Context: an optimization exercise on an open-source flow, tuned for small area and a short achievable clock period. The choices shown serve that exercise and are no tape-out recipe. Where RTL was checked, it was by simulation tests only, not by an equivalence proof against the original. Power figures rest on the tool's default switching activity, not on a simulated workload.

// pwm_block
module pwm_block (
    input  wire        clk,
    input  wire        rst,
    input  wire        fast_tick,
    input  wire        slow_tick,
    input  wire        cmd_valid,
    input  wire [31:0] cmd,
    output reg         rsp_valid,
    output reg  [2:0]  rsp_err,
    output reg  [31:0] rsp_data,
    output wire [5:0]  out
);
==> flow/config.mk <==
export PLATFORM = sky130hd
export DESIGN_NAME = pwm_block
export DESIGN_NICKNAME = pwm_block
export VERILOG_FILES = /design/flow/design.v
export SDC_FILE = /design/flow/constraint.sdc
export NUM_CORES = 4
export LEC_CHECK = 0
export ABC_AREA = 1
export CAP_MARGIN = 20
export CORE_MARGIN = 2
export CORE_UTILIZATION = 40
export SLEW_MARGIN = 20
export BUFFER_PORTS_ARGS = -buffer_cell sky130_fd_sc_hd__buf_1
export CTS_ARGS = -sink_clustering_enable -repair_clock_nets -dont_use_dummy_load -buf_list sky130_fd_sc_hd__clkbuf_8
export SETUP_SLACK_MARGIN = 7
==> flow/constraint.sdc <==
create_clock -name core_clock -period 12.0 [get_ports {clk}]
set_input_delay 2.4000 -clock core_clock [delete_from_list [all_inputs] [get_ports {clk}]]
set_output_delay 2.4000 -clock core_clock [all_outputs]
set_load 0.01 [all_outputs]
standard.sh (not shown) runs the stock make flow with config.mk's settings and CLKGATE_MAP_FILE= SYNTH_SCRIPT=/design/flow/synth_recipe.tcl, a recipe that flattens the netlist after the stock synthesis.
==> flow/flow/run.sh <==
#!/bin/bash
# Layout flow: the standard ORFS flow (standard.sh) with these changes:
#  * synthesis is the standard synthesis script, except that ABC maps the
#    logic with the area-oriented script flow/abc.script (registers, their
#    names and cell types are untouched);
#  * ports are buffered with buf_1 cells instead of delay buffers;
#  * CTS uses the buffers in CTS_BUF_LIST without dummy loads.
# Each tool's output goes to the ORFS logs under orfs/logs and to flow_*.log here.
set -euo pipefail
W=$(pwd)
F=$W/flow

# synthesis script: synth_recipe.tcl sourcing a copy of ORFS synth.tcl whose
# abc call uses our script
sed "s#^  log_cmd abc {\*}\$abc_args#  log_cmd abc -script $F/abc.script {*}[lrange \$abc_args 2 end]#" \
    "$FLOW_HOME/scripts/synth.tcl" > "$W/my_synth.tcl"
grep -q "abc -script $F/abc.script" "$W/my_synth.tcl"
sed "s#source \$::env(SCRIPTS_DIR)/synth.tcl#source $W/my_synth.tcl#" "$W/synth_recipe.tcl" > "$W/my_synth_recipe.tcl"
grep -q "source $W/my_synth.tcl" "$W/my_synth_recipe.tcl"

cat "$F/extra.mk" >> "$W/config.mk"

sed "s#SYNTH_SCRIPT=[^ ]*synth_recipe.tcl#SYNTH_SCRIPT=$W/my_synth_recipe.tcl#" "$W/standard.sh" > "$W/my_standard.sh"
grep -q "SYNTH_SCRIPT=$W/my_synth_recipe.tcl" "$W/my_standard.sh"

bash "$W/my_standard.sh" > "$W/flow_make.log" 2>&1
==> flow/flow/abc.script <==
strash
&get -n
&dch
&nf
&put
==> flow/flow/extra.mk <==
export BUFFER_PORTS_ARGS = -buffer_cell sky130_fd_sc_hd__buf_1
export CTS_ARGS = -sink_clustering_enable -repair_clock_nets -dont_use_dummy_load -buf_list sky130_fd_sc_hd__clkbuf_8
export SETUP_SLACK_MARGIN = 7
Edit:
--- a/flow/design.v
+++ b/flow/design.v
@@ -11,17 +11,17 @@
     output wire [5:0]  out
 );
     reg        [31:0] fast_q;
     reg        [31:0] slow_q;
     reg               slow_pend_q;
     reg        [5:0]  out_q;
     reg               pwm_on_q;
     reg        [15:0] thr_q;
-    reg        [7:0]  stepx_q;      
+    reg        [7:0]  step_q;
     reg               dir_q;
     reg        [2:0]  sch_q;
     reg               stopreq_q;
     reg        [1:0]  mode_q;       
     reg               cancelled_q;
     reg               f_illop_q;
     reg               f_busy_q;
     reg               f_invch_q;
@@ -79,19 +79,18 @@
     wire a_canc  = ok & op_canc;
     wire fg      = ~cmd_valid & busy;
     wire fg_stop = fg & stopreq_q;
     wire fg_glow = fg & ~stopreq_q & mode_q[0];
     wire fg_env  = fg & ~stopreq_q & mode_q[1] & slow_pend_q;
     wire thr_neg = thr_q[15];
     wire thr_hi  = ~thr_q[15] & ((|thr_q[14:9]) | (thr_q[8:0] >= 9'd500));
     wire clamp   = thr_neg | thr_hi;
-    wire [7:0] step_q = stepx_q ^ {8{dir_q}};
     wire [9:0] ea = {1'b0, thr_q[8:0]};
-    wire [9:0] eb = {2'b0, stepx_q};
+    wire [9:0] eb = {2'b0, step_q ^ {8{dir_q}}};
     reg  [9:0] pg_g, pg_p, cy;
     reg  [9:0] gg, pp;
     integer m, n;
     always @(*) begin
         pg_g = ea & eb;
         pg_p = ea ^ eb;
         gg = pg_g;
         pp = pg_p;
@@ -144,58 +143,22 @@
             ryn[0] = v[k + 2] ? ry[2] : ry[0];
             ryn[1] = v[k + 2] ? ry[0] : ry[3];
             ryn[2] = v[k + 2] ? ry[3] : ry[1];
             ryn[3] = v[k + 2] ? ry[1] : ry[4];
             ryn[4] = v[k + 2] ? ry[4] : ry[2];
             ry = ryn;
         end
     end
-    reg  [4:0] qn;
-    always @(*) begin
-        case ({qy, ry[4] & (v[1:0] != 2'b00)})
-            5'd0: qn = 5'd20;
-            5'd1: qn = 5'd21;
-            5'd2: qn = 5'd21;
-            5'd3: qn = 5'd22;
-            5'd4: qn = 5'd22;
-            5'd5: qn = 5'd23;
-            5'd6: qn = 5'd23;
-            5'd7: qn = 5'd24;
-            5'd8: qn = 5'd24;
-            5'd9: qn = 5'd25;
-            5'd10: qn = 5'd25;
-            5'd11: qn = 5'd26;
-            5'd12: qn = 5'd26;
-            5'd13: qn = 5'd27;
-            5'd14: qn = 5'd27;
-            5'd15: qn = 5'd28;
-            5'd16: qn = 5'd28;
-            5'd17: qn = 5'd29;
-            5'd18: qn = 5'd29;
-            5'd19: qn = 5'd30;
-            5'd20: qn = 5'd30;
-            5'd21: qn = 5'd31;
-            5'd22: qn = 5'd31;
-            5'd23: qn = 5'd0;
-            5'd24: qn = 5'd0;
-            5'd25: qn = 5'd1;
-            5'd26: qn = 5'd1;
-            5'd27: qn = 5'd2;
-            5'd28: qn = 5'd2;
-            5'd29: qn = 5'd3;
-            5'd30: qn = 5'd3;
-            5'd31: qn = 5'd4;
-        endcase
-    end
+    wire [4:0] qn = {1'b0, qy} + 5'd20 + {4'd0, ry[4] & (v[1:0] != 2'b00)};
     wire [15:0] env_new = thr_hi  ? {11'd0, 2'b11, 2'b00, dir_q} :
                           thr_neg ? 16'd0 :
                           xneg    ? {{11{qn[4]}}, qn} :
                                     {10'd0, qp};
-    wire [7:0]  env_stepx_n = clamp ? {{7{~dir_q}}, dir_q} : stepx_q;
+    wire [7:0]  env_step_n = clamp ? 8'd1 : step_q;
     wire        env_dir_n  = dir_q ^ clamp;
     wire       do_env  = a_estep | fg_env;
     wire       do_poll = a_poll | do_env | fg_glow;
     wire [2:0] pch     = cmd_valid ? c_ch : sch_q;
     wire fz      = ~|fast_q[31:9];
     wire lt500   = fz & (fast_q[8:0] < 9'd500);
     wire gt500   = ~fz | (fast_q[8:0] > 9'd500);
     wire lt_imm  = fz & (fast_q[8:0] < cmd[8:0]);
@@ -268,17 +231,17 @@
     always @(posedge clk) begin
         if (rst) begin
             fast_q      <= 32'd0;
             slow_q      <= 32'd0;
             slow_pend_q <= 1'b0;
             out_q       <= 6'd0;
             pwm_on_q    <= 1'b0;
             thr_q       <= 16'd20;
-            stepx_q     <= 8'd1;
+            step_q      <= 8'd1;
             dir_q       <= 1'b0;
             sch_q       <= 3'd0;
             stopreq_q   <= 1'b0;
             mode_q      <= 2'd0;
             cancelled_q <= 1'b0;
             f_illop_q   <= 1'b0;
             f_busy_q    <= 1'b0;
             f_invch_q   <= 1'b0;
@@ -299,21 +262,21 @@
                 pwm_on_q <= 1'b0;
             if (a_load | a_glow)
                 thr_q <= cmd[15:0];
             else if (a_pulse)
                 thr_q <= 16'd20;
             else if (do_env)
                 thr_q <= env_new;
             if (a_load)
-                stepx_q <= c_s8 ^ {8{c_b}};
+                step_q <= c_s8;
             else if (a_pulse)
-                stepx_q <= 8'd1;
+                step_q <= 8'd1;
             else if (do_env)
-                stepx_q <= env_stepx_n;
+                step_q <= env_step_n;
             if (a_load)
                 dir_q <= c_b;
             else if (a_pulse)
                 dir_q <= 1'b0;
             else if (do_env)
                 dir_q <= env_dir_n;
             if (a_glow | a_pulse)
                 sch_q <= c_ch;
The new run finished clean.
Non-clock buffer count drops by 20.
Register-to-register slack gets better by 0.32 ns.
Count of clock-buffer cells in the layout stays the same.
Final area drops by 9.2%.
Setup slack gets better by 0.32 ns.
First-iteration DRC count climbs by 4.4%.
Total power drops by 1.0%.
Combinational power drops by 7.7%.
Final cell count drops by 4.8%.
Clock power drops by about 2%.
For the first run of this note, only the layout was checked, not whether the RTL still works.

========
pwm_block, a different RTL version from the one above (not shown whole).
Size: roughly 840 cells after synthesis, roughly 140 flip-flops, about 79 I/O pins, about 7200 um^2 of cells after synthesis.
Settings: LEC_CHECK=0, ABC_AREA=1, CAP_MARGIN=20, CORE_MARGIN=2, CORE_UTILIZATION=40, SLEW_MARGIN=20, BUFFER_PORTS_ARGS=-buffer_cell sky130_fd_sc_hd__buf_1, CTS_ARGS=-sink_clustering_enable -repair_clock_nets -dont_use_dummy_load -buf_list sky130_fd_sc_hd__clkbuf_8, SETUP_SLACK_MARGIN=7; clock period 12.0 ns.
Scripts as last shown in full above: flow/flow/run.sh, flow/flow/abc.script, flow/flow/extra.mk
The baseline finished clean.
Edit:
--- a/flow/design.v
+++ b/flow/design.v
@@ -121,19 +121,55 @@
             qp[k] = r[3] | r[4] | (r[2] & dp[k]);
             rn[0] = dp[k] ? r[2] : r[0];
             rn[1] = dp[k] ? r[0] : r[3];
             rn[2] = dp[k] ? r[3] : r[1];
             rn[3] = dp[k] ? r[1] : r[4];
             rn[4] = dp[k] ? r[4] : r[2];
             r = rn;
         end
     end
-    wire [4:0] qn = {1'b0, qp[3:0]} + 5'd20 + {4'd0, r[4] & (v[1:0] != 2'b00)};
+    reg  [4:0] qn;
+    always @(*) begin
+        case ({qp[3:0], r[4] & (v[1:0] != 2'b00)})
+            5'd0: qn = 5'd20;
+            5'd1: qn = 5'd21;
+            5'd2: qn = 5'd21;
+            5'd3: qn = 5'd22;
+            5'd4: qn = 5'd22;
+            5'd5: qn = 5'd23;
+            5'd6: qn = 5'd23;
+            5'd7: qn = 5'd24;
+            5'd8: qn = 5'd24;
+            5'd9: qn = 5'd25;
+            5'd10: qn = 5'd25;
+            5'd11: qn = 5'd26;
+            5'd12: qn = 5'd26;
+            5'd13: qn = 5'd27;
+            5'd14: qn = 5'd27;
+            5'd15: qn = 5'd28;
+            5'd16: qn = 5'd28;
+            5'd17: qn = 5'd29;
+            5'd18: qn = 5'd29;
+            5'd19: qn = 5'd30;
+            5'd20: qn = 5'd30;
+            5'd21: qn = 5'd31;
+            5'd22: qn = 5'd31;
+            5'd23: qn = 5'd0;
+            5'd24: qn = 5'd0;
+            5'd25: qn = 5'd1;
+            5'd26: qn = 5'd1;
+            5'd27: qn = 5'd2;
+            5'd28: qn = 5'd2;
+            5'd29: qn = 5'd3;
+            5'd30: qn = 5'd3;
+            5'd31: qn = 5'd4;
+        endcase
+    end
     wire [15:0] env_new = thr_hi  ? {11'd0, 2'b11, 2'b00, dir_q} :
                           thr_neg ? 16'd0 :
                           xneg    ? {{11{qn[4]}}, qn} :
                                     {10'd0, qp};
     wire [7:0]  env_step_n = clamp ? 8'd1 : step_q;
     wire        env_dir_n  = dir_q ^ clamp;
     wire       do_env  = a_estep | fg_env;
     wire       do_poll = a_poll | do_env | fg_glow;
     wire [2:0] pch     = cmd_valid ? c_ch : sch_q;
After rerunning: Power is higher by 0.57%; register-to-register slack loses 0.09 ns; first-iteration DRC count is higher by 6.2%; worst hold slack gains 0.0066 ns; setup slack gains 0.063 ns; design area is lower by 1.1%; die area is higher by 0.61%; clock-buffer cell count does not change; area after synthesis is higher by 0.63%; via count is higher by 2.5%; maximum frequency is higher by 1.3%.
No run of this note included a check of the RTL's function; only the layout flow was run.

========
pwm_block, a different RTL version from the one above (not shown whole).
For scale: roughly 140 flip-flops, about 7400 µm² of cells after synthesis.
==> flow/design.v (excerpt) <==
module pwm_block (
    input  wire        clk,
    input  wire        rst,
    input  wire        fast_tick,
    input  wire        slow_tick,
    input  wire        cmd_valid,
    input  wire [31:0] cmd,
    output reg         rsp_valid,
    output reg  [2:0]  rsp_err,
    output reg  [31:0] rsp_data,
    output wire [5:0]  out
);
    reg        [31:0] fast_q;
    reg        [31:0] slow_q;
    reg               slow_pend_q;
    reg        [5:0]  out_q;
    reg               pwm_on_q;
    reg        [15:0] thr_q;
    reg        [7:0]  stepx_q;      
    reg               dir_q;
    reg        [2:0]  sch_q;
    reg               stopreq_q;
    reg        [1:0]  mode_q;       
    reg               cancelled_q;
    reg               f_illop_q;
    reg               f_busy_q;
    reg               f_invch_q;
    reg               f_operand_q;
    assign out = out_q;
    wire [3:0] op    = cmd[31:28];
    wire [2:0] c_ch  = cmd[27:25];
    wire       c_b   = cmd[24];
    wire [7:0] c_s8  = cmd[23:16];
    wire z_imm = ~|cmd[15:0];
    wire z_s8  = ~|c_s8;
    wire z_ch  = ~|c_ch;
    wire op_rdf   = (op == 4'h1);
    wire op_rds   = (op == 4'h2);
    wire op_rstf  = (op == 4'h3);
    wire op_rsts  = (op == 4'h4);
    wire op_set   = (op == 4'h5);
    wire op_poll  = (op == 4'h6);
    wire op_load  = (op == 4'h7);
    wire op_estep = (op == 4'h8);
    wire op_glow  = (op == 4'h9);
    wire op_pulse = (op == 4'hA);
    wire op_canc  = (op == 4'hB);
    wire op_rdst  = (op == 4'hC);
    wire op_rdenv = (op == 4'hD);
    wire legal =
        ((op_rdf | op_rds | op_rstf | op_rsts | op_canc | op_rdst | op_rdenv) & z_ch & ~c_b & z_s8 & z_imm) |
        (op_set & z_s8 & z_imm) |
        ((op_poll | op_glow) & ~c_b & z_s8) |
        (op_load & z_ch) |
        ((op_estep | op_pulse) & ~c_b & z_s8 & z_imm);
    wire busy    = mode_q[0] | mode_q[1];
    wire ch_bad  = c_ch[2] & c_ch[1];
    wire imm_bad = cmd[15] | (|cmd[14:9]) | (cmd[8:0] > 9'd500);
  ...
export LEC_CHECK = 0
export ABC_AREA = 1
export CAP_MARGIN = 20
export CORE_MARGIN = 2
export CORE_UTILIZATION = 40
export SLEW_MARGIN = 20
export BUFFER_PORTS_ARGS = -buffer_cell sky130_fd_sc_hd__buf_1
export CTS_ARGS = -sink_clustering_enable -repair_clock_nets -dont_use_dummy_load -buf_list sky130_fd_sc_hd__clkbuf_8
export SETUP_SLACK_MARGIN = 7.5
create_clock -name core_clock -period 12.0 [get_ports {clk}]
==> flow/flow/extra.mk <==
export BUFFER_PORTS_ARGS = -buffer_cell sky130_fd_sc_hd__buf_1
export CTS_ARGS = -sink_clustering_enable -repair_clock_nets -dont_use_dummy_load -buf_list sky130_fd_sc_hd__clkbuf_8
export SETUP_SLACK_MARGIN = 7.5
Scripts as last shown in full above: flow/flow/run.sh, flow/flow/abc.script
The starting point passed the timing, DRC and antenna checks.
Change:
--- a/flow/design.v
+++ b/flow/design.v
@@ -8,23 +8,23 @@
     output reg         rsp_valid,
     output reg  [2:0]  rsp_err,
     output reg  [31:0] rsp_data,
     output wire [5:0]  out
 );
     reg        [31:0] fast_q;
     reg        [31:0] slow_q;
     reg               slow_pend_q;
     reg        [5:0]  out_q;
     reg               pwm_on_q;
     reg        [15:0] thr_q;
-    reg        [7:0]  stepx_q;      
+    reg        [7:0]  step_q;
     reg               dir_q;
     reg        [2:0]  sch_q;
     reg               stopreq_q;
     reg        [1:0]  mode_q;       
     reg               cancelled_q;
     reg               f_illop_q;
     reg               f_busy_q;
     reg               f_invch_q;
     reg               f_operand_q;
     assign out = out_q;
     wire [3:0] op    = cmd[31:28];
@@ -76,25 +76,24 @@
     wire a_estep = ok & op_estep;
     wire a_glow  = ok & op_glow;
     wire a_pulse = ok & op_pulse;
     wire a_canc  = ok & op_canc;
     wire fg      = ~cmd_valid & busy;
     wire fg_stop = fg & stopreq_q;
     wire fg_glow = fg & ~stopreq_q & mode_q[0];
     wire fg_env  = fg & ~stopreq_q & mode_q[1] & slow_pend_q;
     wire thr_neg = thr_q[15];
     wire thr_hi  = ~thr_q[15] & ((|thr_q[14:9]) | (thr_q[8:0] >= 9'd500));
     wire clamp   = thr_neg | thr_hi;
-    wire [7:0] step_q = stepx_q ^ {8{dir_q}};
     wire [9:0] ea = {1'b0, thr_q[8:0]};
-    wire [9:0] eb = {2'b0, stepx_q};
+    wire [9:0] eb = {2'b0, step_q ^ {8{dir_q}}};
     reg  [9:0] pg_g, pg_p, cy;
     reg  [9:0] gg, pp;
     integer m, n;
     always @(*) begin
         pg_g = ea & eb;
         pg_p = ea ^ eb;
         gg = pg_g;
         pp = pg_p;
         gg[0] = pg_g[0] | (pg_p[0] & dir_q);
         for (m = 1; m < 10; m = m * 2)
             for (n = 9; n >= m; n = n - 1) begin
@@ -120,28 +119,49 @@
         endcase
         for (k = 4; k >= 0; k = k - 1) begin
             qp[k] = r[3] | r[4] | (r[2] & dp[k]);
             rn[0] = dp[k] ? r[2] : r[0];
             rn[1] = dp[k] ? r[0] : r[3];
             rn[2] = dp[k] ? r[3] : r[1];
             rn[3] = dp[k] ? r[1] : r[4];
             rn[4] = dp[k] ? r[4] : r[2];
             r = rn;
         end
     end
-    wire [4:0] qn = {1'b0, qp[3:0]} + 5'd20 + {4'd0, r[4] & (v[1:0] != 2'b00)};
+    reg [3:0] qy;
+    reg [4:0] ry, ryn;
+    always @(*) begin
+        qy[3] = (v[7:5] >= 3'd5);
+        case (v[7:5])
+            3'd0, 3'd5: ry = 5'b00001;
+            3'd1, 3'd6: ry = 5'b00010;
+            3'd2, 3'd7: ry = 5'b00100;
+            3'd3:       ry = 5'b01000;
+            default:    ry = 5'b10000;
+        endcase
+        for (k = 2; k >= 0; k = k - 1) begin
+            qy[k]  = ry[3] | ry[4] | (ry[2] & v[k + 2]);
+            ryn[0] = v[k + 2] ? ry[2] : ry[0];
+            ryn[1] = v[k + 2] ? ry[0] : ry[3];
+            ryn[2] = v[k + 2] ? ry[3] : ry[1];
+            ryn[3] = v[k + 2] ? ry[1] : ry[4];
+            ryn[4] = v[k + 2] ? ry[4] : ry[2];
+            ry = ryn;
+        end
+    end
+    wire [4:0] qn = {1'b0, qy} + 5'd20 + {4'd0, ry[4] & (v[1:0] != 2'b00)};
     wire [15:0] env_new = thr_hi  ? {11'd0, 2'b11, 2'b00, dir_q} :
                           thr_neg ? 16'd0 :
                           xneg    ? {{11{qn[4]}}, qn} :
                                     {10'd0, qp};
-    wire [7:0]  env_stepx_n = clamp ? {{7{~dir_q}}, dir_q} : stepx_q;
+    wire [7:0]  env_step_n = clamp ? 8'd1 : step_q;
     wire        env_dir_n  = dir_q ^ clamp;
     wire       do_env  = a_estep | fg_env;
     wire       do_poll = a_poll | do_env | fg_glow;
     wire [2:0] pch     = cmd_valid ? c_ch : sch_q;
     wire fz      = ~|fast_q[31:9];
     wire lt500   = fz & (fast_q[8:0] < 9'd500);
     wire gt500   = ~fz | (fast_q[8:0] > 9'd500);
     wire lt_imm  = fz & (fast_q[8:0] < cmd[8:0]);
     wire lt_raw  = fz & (fast_q[8:0] < thr_q[8:0]);
     wire lt_thr  = thr_hi ? lt500 : (~thr_neg & lt_raw);
     wire lt      = a_poll ? lt_imm : lt_thr;
@@ -208,23 +228,23 @@
         rsp_err  <= err;
         rsp_data <= legal ? rd_data : 32'd0;
     end
     always @(posedge clk) begin
         if (rst) begin
             fast_q      <= 32'd0;
             slow_q      <= 32'd0;
             slow_pend_q <= 1'b0;
             out_q       <= 6'd0;
             pwm_on_q    <= 1'b0;
             thr_q       <= 16'd20;
-            stepx_q     <= 8'd1;
+            step_q      <= 8'd1;
             dir_q       <= 1'b0;
             sch_q       <= 3'd0;
             stopreq_q   <= 1'b0;
             mode_q      <= 2'd0;
             cancelled_q <= 1'b0;
             f_illop_q   <= 1'b0;
             f_busy_q    <= 1'b0;
             f_invch_q   <= 1'b0;
             f_operand_q <= 1'b0;
             rsp_valid   <= 1'b0;
         end else begin
@@ -239,27 +259,27 @@
             if (p_wr)
                 pwm_on_q <= set_on;
             else if (a_glow | a_pulse)
                 pwm_on_q <= 1'b0;
             if (a_load | a_glow)
                 thr_q <= cmd[15:0];
             else if (a_pulse)
                 thr_q <= 16'd20;
             else if (do_env)
                 thr_q <= env_new;
             if (a_load)
-                stepx_q <= c_s8 ^ {8{c_b}};
+                step_q <= c_s8;
             else if (a_pulse)
-                stepx_q <= 8'd1;
+                step_q <= 8'd1;
             else if (do_env)
-                stepx_q <= env_stepx_n;
+                step_q <= env_step_n;
             if (a_load)
                 dir_q <= c_b;
             else if (a_pulse)
                 dir_q <= 1'b0;
             else if (do_env)
                 dir_q <= env_dir_n;
             if (a_glow | a_pulse)
                 sch_q <= c_ch;
             if (a_glow | a_pulse | fg_stop)
                 stopreq_q <= 1'b0;
             else if (a_canc & busy)
Outcome: First-iteration DRC count went down by 27%. Synthesized area went up by 0.51%. Cell area went down by 2.5%. Sequential power is about the same. Cell count went down by 1.1%. Non-clock buffer count went down by 7. Sequential cell count is unchanged. Die area went up by 0.49%. Routed wire length went down by 3.4%. Clock skew went up by 0.013 ns. Total power stays flat. Global-route usage went up by 0.75 points. Via count went down by 1.3%.
The RTL of the first run of this note was laid out without a check of its function.

static timing again, ports no longer ideal:
Ports are ideal in the flow. The routed layouts listed here were re-timed in OpenROAD. Step 1, drivers: a clkbuf_16 drives clk and a buf_2 each remaining input, both assumed. Step 2 moves the port delays by t, midway between the first and last clock arrival at a register: inputs arrive t later, outputs are due t later. That takes back most of the time a late clock gives input paths. Slacks: ideal ports / drivers / drivers and shift; pairs: ideal ports / drivers.
| run | shift t [ns] | slack for setup (ns) | hold slack, ns | slew at the worst register clock pin (ns) |
|---|---|---|---|---|
| the first run of note 1 | 0.479 | 6.727 / 6.730 / 6.251 | 0.499 / 0.499 / 0.499 | 0.09 / 0.09 |
| the second run of note 1 | 0.480 | 7.044 / 7.047 / 6.567 | 0.465 / 0.465 / 0.465 | 0.09 / 0.09 |
| the first run of note 2 | 0.476 | 6.989 / 7.009 / 6.534 | 0.463 / 0.463 / 0.463 | 0.09 / 0.09 |
| the second run of note 2 | 0.483 | 7.052 / 7.061 / 6.578 | 0.470 / 0.470 / 0.470 | 0.08 / 0.08 |
| the first run of note 3 | 0.475 | 7.079 / 7.083 / 6.612 | 0.479 / 0.479 / 0.479 | 0.08 / 0.08 |
| the second run of note 3 | 0.493 | 7.062 / 7.066 / 6.572 | 0.460 / 0.460 / 0.460 | 0.10 / 0.10 |
After both steps setup and hold are still met in every run listed. The setup slack of the second run of note 3, which loses most, moves by +0.004 ns with the drivers and by -0.490 ns with both steps.
